Background: an optimization exercise with open tools, aiming at small area. Do not read the settings as production practice. Only simulation tests tie the RTL to the original design; equivalence was not proved. Power is estimated from default activity; no workload was simulated.

==> v8 <==
==> flow/design.v <==
module frame_parser (
    input  wire        clk,
    input  wire        rst,               
    input  wire        cmd_valid,
    input  wire [7:0]  cmd_op,            
    input  wire [31:0] cmd_now,           
    input  wire [7:0]  cmd_byte,          
    output wire        rsp_valid,
    output wire [7:0]  rsp_status,        
    output wire        rsp_begin,         
    output wire        rsp_data_valid,    
    output wire [7:0]  rsp_data,          
    output wire [23:0] rsp_type,          
    output wire [15:0] rsp_plen,          
    output wire [15:0] rsp_crc,           
    output wire [31:0] rsp_time,          
    output wire [31:0] rsp_attempted,     
    output wire [31:0] rsp_valid_frames,  
    output wire [31:0] rsp_cs_errors,     
    output wire [31:0] rsp_malformed,     
    output wire [31:0] rsp_timeouts       
);
    localparam [7:0]  START_MARKER = 8'h02;
    localparam [7:0]  END_MARKER   = 8'h03;
    localparam [7:0]  ESC_MARKER   = 8'h1B;
    localparam [15:0] CRC_POLY     = 16'h1021;
    localparam [31:0] TIMEOUT_MS   = 32'd5000;
    localparam [3:0] P_IDLE = 4'd15;
    reg [3:0]  pos;
    reg        esc;
    reg [11:0] dig;           
    reg [11:0] cnt;           
    reg [9:0]  pay_len;       
    reg [23:0] typ;
    reg [31:0] start;
    reg [15:0] crc;
    reg        cs_ok;         
    reg [31:0] attempted, valid_frames, cs_errors, malformed, timeouts;
    function [15:0] crc_byte(input [15:0] r_in, input [7:0] b);
        reg [15:0] r;
        integer i;
        begin
            r = r_in ^ {b, 8'h00};
            for (i = 0; i < 8; i = i + 1)
                r = r[15] ? ((r << 1) ^ CRC_POLY) : (r << 1);
            crc_byte = r;
        end
    endfunction
    function [7:0] hex_digit(input [3:0] x);
        hex_digit = (x <= 4'd9) ? (8'h30 + {4'd0, x}) : (8'h41 + {4'd0, x} - 8'd10);
    endfunction
    function [11:0] bcd_inc3(input [11:0] d, input ci);
        reg c;
        integer k;
        begin
            c = ci;
            for (k = 0; k < 3; k = k + 1) begin
                bcd_inc3[4*k +: 4] = c ? ((d[4*k +: 4] == 4'd9) ? 4'd0 : d[4*k +: 4] + 4'd1)
                                       : d[4*k +: 4];
                c = c & (d[4*k +: 4] == 4'd9);
            end
        end
    endfunction
    function [31:0] inc32(input [31:0] q, input ci);
        reg c;
        integer i;
        begin
            c = ci;
            for (i = 0; i < 16; i = i + 1) begin
                inc32[i] = q[i] ^ c;
                c = c & q[i];
            end
            c = ci & (&q[15:0]);
            for (i = 16; i < 32; i = i + 1) begin
                inc32[i] = q[i] ^ c;
                c = c & q[i];
            end
        end
    endfunction
    function [9:0] inc10(input [9:0] q, input ci);
        reg c;
        integer i;
        begin
            c = ci;
            for (i = 0; i < 10; i = i + 1) begin
                inc10[i] = q[i] ^ c;
                c = c & q[i];
            end
        end
    endfunction
    wire is_feed  = cmd_op == 8'h06;
    wire is_tick  = cmd_op == 8'h07;
    wire is_stats = cmd_op == 8'h08;
    wire is_reset = cmd_op == 8'h09;
    wire is_legal = is_feed | is_tick | is_stats | is_reset;
    wire feed = cmd_valid & is_feed;
    wire clr  = rst | (cmd_valid & is_reset);
    wire        idle      = pos == P_IDLE;
    wire [13:0] lo_b;                              
    wire [12:0] d_lo;
    assign lo_b[0] = 1'b0;
    genvar gi;
    generate for (gi = 0; gi < 13; gi = gi + 1) begin : g_lo
        assign d_lo[gi]   = cmd_now[gi] ^ start[gi] ^ lo_b[gi];
        assign lo_b[gi+1] = (~cmd_now[gi] & start[gi]) | (~(cmd_now[gi] ^ start[gi]) & lo_b[gi]);
    end endgenerate
    wire        lo_bw   = lo_b[13];
    wire [18:0] t_hi    = cmd_now[31:13] ^ start[31:13];
    wire        hi_eq   = ~|t_hi;                  
    wire [17:0] inc_ok;                            
    generate for (gi = 0; gi < 18; gi = gi + 1) begin : g_inc
        assign inc_ok[gi] = t_hi[gi+1] == (start[13+gi] & t_hi[gi]);
    end endgenerate
    wire        hi_inc  = t_hi[0] & (&inc_ok);
    wire        hi_zero = lo_bw ? hi_inc : hi_eq;
    wire        late    = ~hi_zero | (d_lo[12:0] > TIMEOUT_MS[12:0]);
    wire        timed_out = cmd_valid & (is_feed | is_tick) & ~idle & late;
    wire p_len  = pos[3:2] == 2'b00;
    wire p_type = pos[3:2] == 2'b01;
    wire p_pay  = pos == 4'd8;
    wire p_cs   = pos[3] & ~p_pay & ~idle;
    wire c_idle = idle | timed_out;
    wire c_len  = p_len  & ~timed_out;
    wire c_type = p_type & ~timed_out;
    wire c_pay  = p_pay  & ~timed_out;
    wire c_cs   = p_cs   & ~timed_out;
    wire last   = pos[1:0] == 2'b11;       
    wire cs_first = pos == 4'd9;
    wire cs_last  = pos == 4'd12;
    wire b_start = cmd_byte == START_MARKER;
    wire b_end   = cmd_byte == END_MARKER;
    wire b_esc   = cmd_byte == ESC_MARKER;
    wire b_digit = cmd_byte >= 8'h30 && cmd_byte <= 8'h39;
    wire b_colon = cmd_byte == 8'h3A;
    reg [3:0] nib;
    always @(*) begin
        case (pos[1:0])
            2'b01:   nib = crc[15:12];
            2'b10:   nib = crc[11:8];
            2'b11:   nib = crc[7:4];
            default: nib = crc[3:0];
        endcase
    end
    wire cs_match = cmd_byte == hex_digit(nib);
    wire pay_end   = p_pay & ~esc & b_end;           
    wire pay_byte  = p_pay & ~pay_end;               
    wire over      = cnt == 12'h999;                 
    wire len_ok    = cnt == dig;
    wire mal_nt    = (p_len & ~last & ~b_digit) | ((p_len | p_type) & last & ~b_colon) |
                     (pay_byte & over) | (pay_end & ~len_ok);
    wire cs_good   = cs_match & (cs_first | cs_ok);
    wire data_nt   = pay_byte & ~over & (esc | ~b_esc);
    wire ev_begin     = c_idle & b_start;
    wire ev_malformed = mal_nt & ~timed_out;
    wire ev_frame     = p_cs & cs_last & cs_good & ~timed_out;
    wire ev_mismatch  = p_cs & cs_last & ~cs_good & ~timed_out;
    wire data_out     = data_nt & ~timed_out;
    wire advance = (idle & b_start) | ((p_len | p_type) & ~mal_nt) |
                   (p_pay & ~esc & b_end & len_ok) | (p_cs & ~cs_last);
    wire hold    = (idle & ~b_start) | (pay_byte & ~over);
    wire [3:0] pos_feed = advance ? pos + 4'd1 : hold ? pos : P_IDLE;
    assign rsp_valid        = cmd_valid;
    assign rsp_status       = is_legal ? {7'd0, is_feed & ev_frame} : 8'hFF;
    assign rsp_begin        = is_feed & ev_begin;
    assign rsp_data_valid   = is_feed & data_out;
    assign rsp_data         = {cmd_byte[7:6], cmd_byte[5] ^ esc, cmd_byte[4:0]};
    assign rsp_type         = typ;
    assign rsp_plen         = {6'd0, pay_len};
    assign rsp_crc          = crc;
    assign rsp_time         = cmd_now;
    assign rsp_attempted    = attempted;
    assign rsp_valid_frames = valid_frames;
    assign rsp_cs_errors    = cs_errors;
    assign rsp_malformed    = malformed;
    assign rsp_timeouts     = timeouts;
    always @(posedge clk) begin
        if (clr) begin
            pos <= P_IDLE;
        end else if (cmd_valid) begin
            if (is_feed)
                pos <= timed_out ? (b_start ? 4'd0 : P_IDLE) : pos_feed;
            else if (timed_out)
                pos <= P_IDLE;
        end
    end
    always @(posedge clk) begin
        if (clr) begin
            attempted    <= 32'd0;
            valid_frames <= 32'd0;
            cs_errors    <= 32'd0;
            malformed    <= 32'd0;
            timeouts     <= 32'd0;
        end else begin
            timeouts     <= inc32(timeouts,     timed_out);
            attempted    <= inc32(attempted,    feed & ev_begin);
            malformed    <= inc32(malformed,    feed & ev_malformed);
            cs_errors    <= inc32(cs_errors,    feed & ev_mismatch);
            valid_frames <= inc32(valid_frames, feed & ev_frame);
        end
    end
    always @(posedge clk) begin
        if (c_idle) start <= cmd_now;
        cnt     <= c_pay  ? bcd_inc3(cnt, feed & pay_byte) : 12'h004;
        pay_len <= c_idle ? 10'd0 : inc10(pay_len, feed & data_out);
        if (feed) begin
            esc <= c_pay & ~esc & b_esc;
            if (c_idle)
                crc <= 16'hFFFF;
            else if (~p_cs & ~pay_end)
                crc <= crc_byte(crc, cmd_byte);
            if (c_len & ~last)
                dig <= {dig[7:0], cmd_byte[3:0]};
            if (c_type & ~last)
                typ <= {typ[15:0], cmd_byte};
            if (c_cs)
                cs_ok <= cs_good;
        end
    end
endmodule
==> flow/flow/run.sh <==
#!/bin/bash
# The standard layout, with two changes to how it is built:
#  - the port buffers are the smallest buffer cell (buf_1) instead of the
#    delay buffer buffer_ports picks by default;
#  - the clock tree is built from clkbuf_2 cells without dummy loads.
# standard.sh's whole output (every ORFS step) goes to standard_flow.log;
# each step's own log is kept under orfs/logs/.
set -euo pipefail
export BUFFER_PORTS_ARGS="-buffer_cell sky130_fd_sc_hd__buf_1"
export CTS_ARGS="-sink_clustering_enable -repair_clock_nets -dont_use_dummy_load -buf_list sky130_fd_sc_hd__clkbuf_2"
bash standard.sh > standard_flow.log 2>&1
==> flow/standard.sh <==
#!/bin/bash
# synth_recipe.tcl (not shown) runs the flow's synth.tcl, then flattens the netlist and writes it again
# the make line also repeats each setting of config.mk as NAME=value (left out here)
make -C /OpenROAD-flow-scripts/flow DESIGN_CONFIG=/design/flow/config.mk WORK_HOME=/design/flow/orfs CLKGATE_MAP_FILE= SYNTH_SCRIPT=/design/flow/synth_recipe.tcl "${@:-finish}"
==> flow/config.mk <==
export PLATFORM = sky130hd
export DESIGN_NAME = frame_parser
export DESIGN_NICKNAME = frame_parser
export VERILOG_FILES = /design/flow/design.v
export SDC_FILE = /design/flow/constraint.sdc
export NUM_CORES = 4
export LEC_CHECK = 0
export CAP_MARGIN = 20
export CORE_MARGIN = 2
export CORE_UTILIZATION = 40
export PLACE_DENSITY = 0.6
export SLEW_MARGIN = 20
==> flow/constraint.sdc <==
create_clock -name core_clock -period 10.0 [get_ports {clk}]
set_input_delay 2.0000 -clock core_clock [delete_from_list [all_inputs] [get_ports {clk}]]
set_output_delay 2.0000 -clock core_clock [all_outputs]
set_load 0.01 [all_outputs]
==> inputs of v38, as changes to v8 <==
--- a/flow/design.v
+++ b/flow/design.v
@@ -51,27 +51,17 @@
     endfunction
-    function [11:0] bcd_inc3(input [11:0] d, input ci);
-        reg c;
-        integer k;
+    function [3:0] bcd_inc(input [3:0] d);
+        bcd_inc = (d == 4'd9) ? 4'd0 : d + 4'd1;
+    endfunction
+    function [31:0] inc32(input [31:0] q, input ci);
+        reg cb, c;
+        integer b, i;
         begin
-            c = ci;
-            for (k = 0; k < 3; k = k + 1) begin
-                bcd_inc3[4*k +: 4] = c ? ((d[4*k +: 4] == 4'd9) ? 4'd0 : d[4*k +: 4] + 4'd1)
-                                       : d[4*k +: 4];
-                c = c & (d[4*k +: 4] == 4'd9);
-            end
-        end
-    endfunction
-    function [31:0] inc32(input [31:0] q, input ci);
-        reg c;
-        integer i;
-        begin
-            c = ci;
-            for (i = 0; i < 16; i = i + 1) begin
-                inc32[i] = q[i] ^ c;
-                c = c & q[i];
-            end
-            c = ci & (&q[15:0]);
-            for (i = 16; i < 32; i = i + 1) begin
-                inc32[i] = q[i] ^ c;
-                c = c & q[i];
+            cb = ci;
+            for (b = 0; b < 4; b = b + 1) begin
+                c = cb;
+                for (i = 0; i < 8; i = i + 1) begin
+                    inc32[8*b+i] = q[8*b+i] ^ c;
+                    c = c & q[8*b+i];
+                end
+                cb = cb & (&q[8*b +: 8]);
             end
@@ -84,3 +74,8 @@
             c = ci;
-            for (i = 0; i < 10; i = i + 1) begin
+            for (i = 0; i < 5; i = i + 1) begin
+                inc10[i] = q[i] ^ c;
+                c = c & q[i];
+            end
+            c = ci & (&q[4:0]);
+            for (i = 5; i < 10; i = i + 1) begin
                 inc10[i] = q[i] ^ c;
@@ -98,11 +93,4 @@
     wire        idle      = pos == P_IDLE;
-    wire [13:0] lo_b;                              
-    wire [12:0] d_lo;
-    assign lo_b[0] = 1'b0;
-    genvar gi;
-    generate for (gi = 0; gi < 13; gi = gi + 1) begin : g_lo
-        assign d_lo[gi]   = cmd_now[gi] ^ start[gi] ^ lo_b[gi];
-        assign lo_b[gi+1] = (~cmd_now[gi] & start[gi]) | (~(cmd_now[gi] ^ start[gi]) & lo_b[gi]);
-    end endgenerate
-    wire        lo_bw   = lo_b[13];
+    wire [13:0] d_lo    = {1'b0, cmd_now[12:0]} - {1'b0, start[12:0]};
+    wire        lo_bw   = d_lo[13];
     wire [18:0] t_hi    = cmd_now[31:13] ^ start[31:13];
@@ -110,2 +98,3 @@
     wire [17:0] inc_ok;                            
+    genvar gi;
     generate for (gi = 0; gi < 18; gi = gi + 1) begin : g_inc
@@ -117,14 +106,11 @@
     wire        timed_out = cmd_valid & (is_feed | is_tick) & ~idle & late;
-    wire p_len  = pos[3:2] == 2'b00;
-    wire p_type = pos[3:2] == 2'b01;
-    wire p_pay  = pos == 4'd8;
-    wire p_cs   = pos[3] & ~p_pay & ~idle;
-    wire c_idle = idle | timed_out;
-    wire c_len  = p_len  & ~timed_out;
-    wire c_type = p_type & ~timed_out;
-    wire c_pay  = p_pay  & ~timed_out;
-    wire c_cs   = p_cs   & ~timed_out;
-    wire last   = pos[1:0] == 2'b11;       
-    wire cs_first = pos == 4'd9;
-    wire cs_last  = pos == 4'd12;
+    wire [3:0]  cur       = timed_out ? P_IDLE : pos;
+    wire c_idle = cur == P_IDLE;
+    wire c_len  = cur[3:2] == 2'b00;
+    wire c_type = cur[3:2] == 2'b01;
+    wire c_pay  = cur == 4'd8;
+    wire c_cs   = cur[3] & ~c_pay & ~c_idle;
+    wire last   = cur[1:0] == 2'b11;       
+    wire cs_first = cur == 4'd9;
+    wire cs_last  = cur == 4'd12;
     wire b_start = cmd_byte == START_MARKER;
@@ -136,3 +122,3 @@
     always @(*) begin
-        case (pos[1:0])
+        case (cur[1:0])
             2'b01:   nib = crc[15:12];
@@ -144,19 +130,16 @@
     wire cs_match = cmd_byte == hex_digit(nib);
-    wire pay_end   = p_pay & ~esc & b_end;           
-    wire pay_byte  = p_pay & ~pay_end;               
+    wire pay_end   = c_pay & ~esc & b_end;           
+    wire pay_byte  = c_pay & ~pay_end;               
     wire over      = cnt == 12'h999;                 
     wire len_ok    = cnt == dig;
-    wire mal_nt    = (p_len & ~last & ~b_digit) | ((p_len | p_type) & last & ~b_colon) |
-                     (pay_byte & over) | (pay_end & ~len_ok);
-    wire cs_good   = cs_match & (cs_first | cs_ok);
-    wire data_nt   = pay_byte & ~over & (esc | ~b_esc);
     wire ev_begin     = c_idle & b_start;
-    wire ev_malformed = mal_nt & ~timed_out;
-    wire ev_frame     = p_cs & cs_last & cs_good & ~timed_out;
-    wire ev_mismatch  = p_cs & cs_last & ~cs_good & ~timed_out;
-    wire data_out     = data_nt & ~timed_out;
-    wire advance = (idle & b_start) | ((p_len | p_type) & ~mal_nt) |
-                   (p_pay & ~esc & b_end & len_ok) | (p_cs & ~cs_last);
-    wire hold    = (idle & ~b_start) | (pay_byte & ~over);
-    wire [3:0] pos_feed = advance ? pos + 4'd1 : hold ? pos : P_IDLE;
+    wire ev_malformed = (c_len & ~last & ~b_digit) | ((c_len | c_type) & last & ~b_colon) |
+                        (pay_byte & over) | (pay_end & ~len_ok);
+    wire cs_good      = cs_match & (cs_first | cs_ok);
+    wire ev_frame     = c_cs & cs_last & cs_good;
+    wire ev_mismatch  = c_cs & cs_last & ~cs_good;
+    wire data_out     = pay_byte & ~over & (esc | ~b_esc);
+    wire advance = ev_begin | ((c_len | c_type) & ~ev_malformed) |
+                   (pay_end & len_ok) | (c_cs & ~cs_last);
+    wire hold    = (c_idle & ~b_start) | (pay_byte & ~over);
     assign rsp_valid        = cmd_valid;
@@ -180,3 +163,3 @@
             if (is_feed)
-                pos <= timed_out ? (b_start ? 4'd0 : P_IDLE) : pos_feed;
+                pos <= advance ? cur + 4'd1 : hold ? cur : P_IDLE;
             else if (timed_out)
@@ -202,9 +185,7 @@
         if (c_idle) start <= cmd_now;
-        cnt     <= c_pay  ? bcd_inc3(cnt, feed & pay_byte) : 12'h004;
-        pay_len <= c_idle ? 10'd0 : inc10(pay_len, feed & data_out);
         if (feed) begin
-            esc <= c_pay & ~esc & b_esc;
+            esc <= pay_byte & ~esc & b_esc;
             if (c_idle)
                 crc <= 16'hFFFF;
-            else if (~p_cs & ~pay_end)
+            else if (~c_cs & ~pay_end)
                 crc <= crc_byte(crc, cmd_byte);
@@ -214,2 +195,9 @@
                 typ <= {typ[15:0], cmd_byte};
+            if (~c_pay)
+                cnt <= 12'h004;
+            else if (pay_byte)
+                cnt <= {(cnt[7:0] == 8'h99) ? bcd_inc(cnt[11:8]) : cnt[11:8],
+                        (cnt[3:0] == 4'h9)  ? bcd_inc(cnt[7:4])  : cnt[7:4],
+                        bcd_inc(cnt[3:0])};
+            pay_len <= c_idle ? 10'd0 : inc10(pay_len, data_out);
             if (c_cs)
==> flow/run.sh (new file) <==
#!/bin/bash
# synth_recipe.tcl (not shown) runs the flow's synth.tcl, then flattens the netlist and writes it again
# the make line also repeats each setting of config.mk as NAME=value (left out here)
make -C /OpenROAD-flow-scripts/flow DESIGN_CONFIG=/design/flow/config.mk WORK_HOME=/design/flow/orfs CLKGATE_MAP_FILE= SYNTH_SCRIPT=/design/flow/synth_recipe.tcl finish
removed: flow/flow/run.sh
removed: flow/standard.sh
==> notes.md <==
- Switching share of total power: 0.230
- Status: complete, no violations
- Initial antenna violation count: 1
- Inverter count: 60
- Die area: 35300 µm²
- Number of enable flip-flop cells after synthesis: 108
- Most frequent cells in the layout: clkdlybuf4s50_1 (310), ha_1 (190), dfxtp_1 (164)
- Power Total: 2.44 mW
- WHS Endpoint: typ[10]$_DFFE_PP_
- Std-Cell Rows: 67
# the run above: v38

==> notes.md <==
- Status: complete, no violations
- Std-Cell Rows: 65
- Number of enable flip-flop cells after synthesis: 86
- Clock network power: 0.583 mW
- Power Total: 1.83 mW
- WHS Endpoint: typ[9]$_DFFE_PP_
- Initial antenna violation count: 2
- Die area: 33300 µm²
- Fin Hold WS: 0.435 ns
- Sequential cell area fraction in the yosys report: 0.495
- Switching share of total power: 0.250
- Inverter count: 47
# the run above: v8

-- re-timing with driven ports --
How much do the figures lean on ideal ports? The routed layouts below were timed once more, with nothing changed but the port constraints.
Step 1, drivers: a clkbuf_16 drives clk and a buf_2 each remaining input, both assumed.
Step 2, shift: input delay + t, output delay - t, t = (earliest + latest rising clock arrival at the registers) / 2. This alone moves slack from input paths to output paths.
Three values: ideal, step 1, step 2; two values: the first two.
| run | t (ns) | setup WS [ns] | clock arrival spread, ns |
|---|---|---|---|
| v8 | 0.772 | 0.326 / 0.302 / -0.128 | 0.137 / 0.137 |
| v38 | 0.620 | 0.537 / 0.516 / 0.516 | 0.016 / 0.016 |
With both steps, setup timing fails in v8, where it was met with ideal ports. For v8, which loses most, drivers alone change the setup slack by -0.024 ns; drivers and shift together by -0.454 ns.
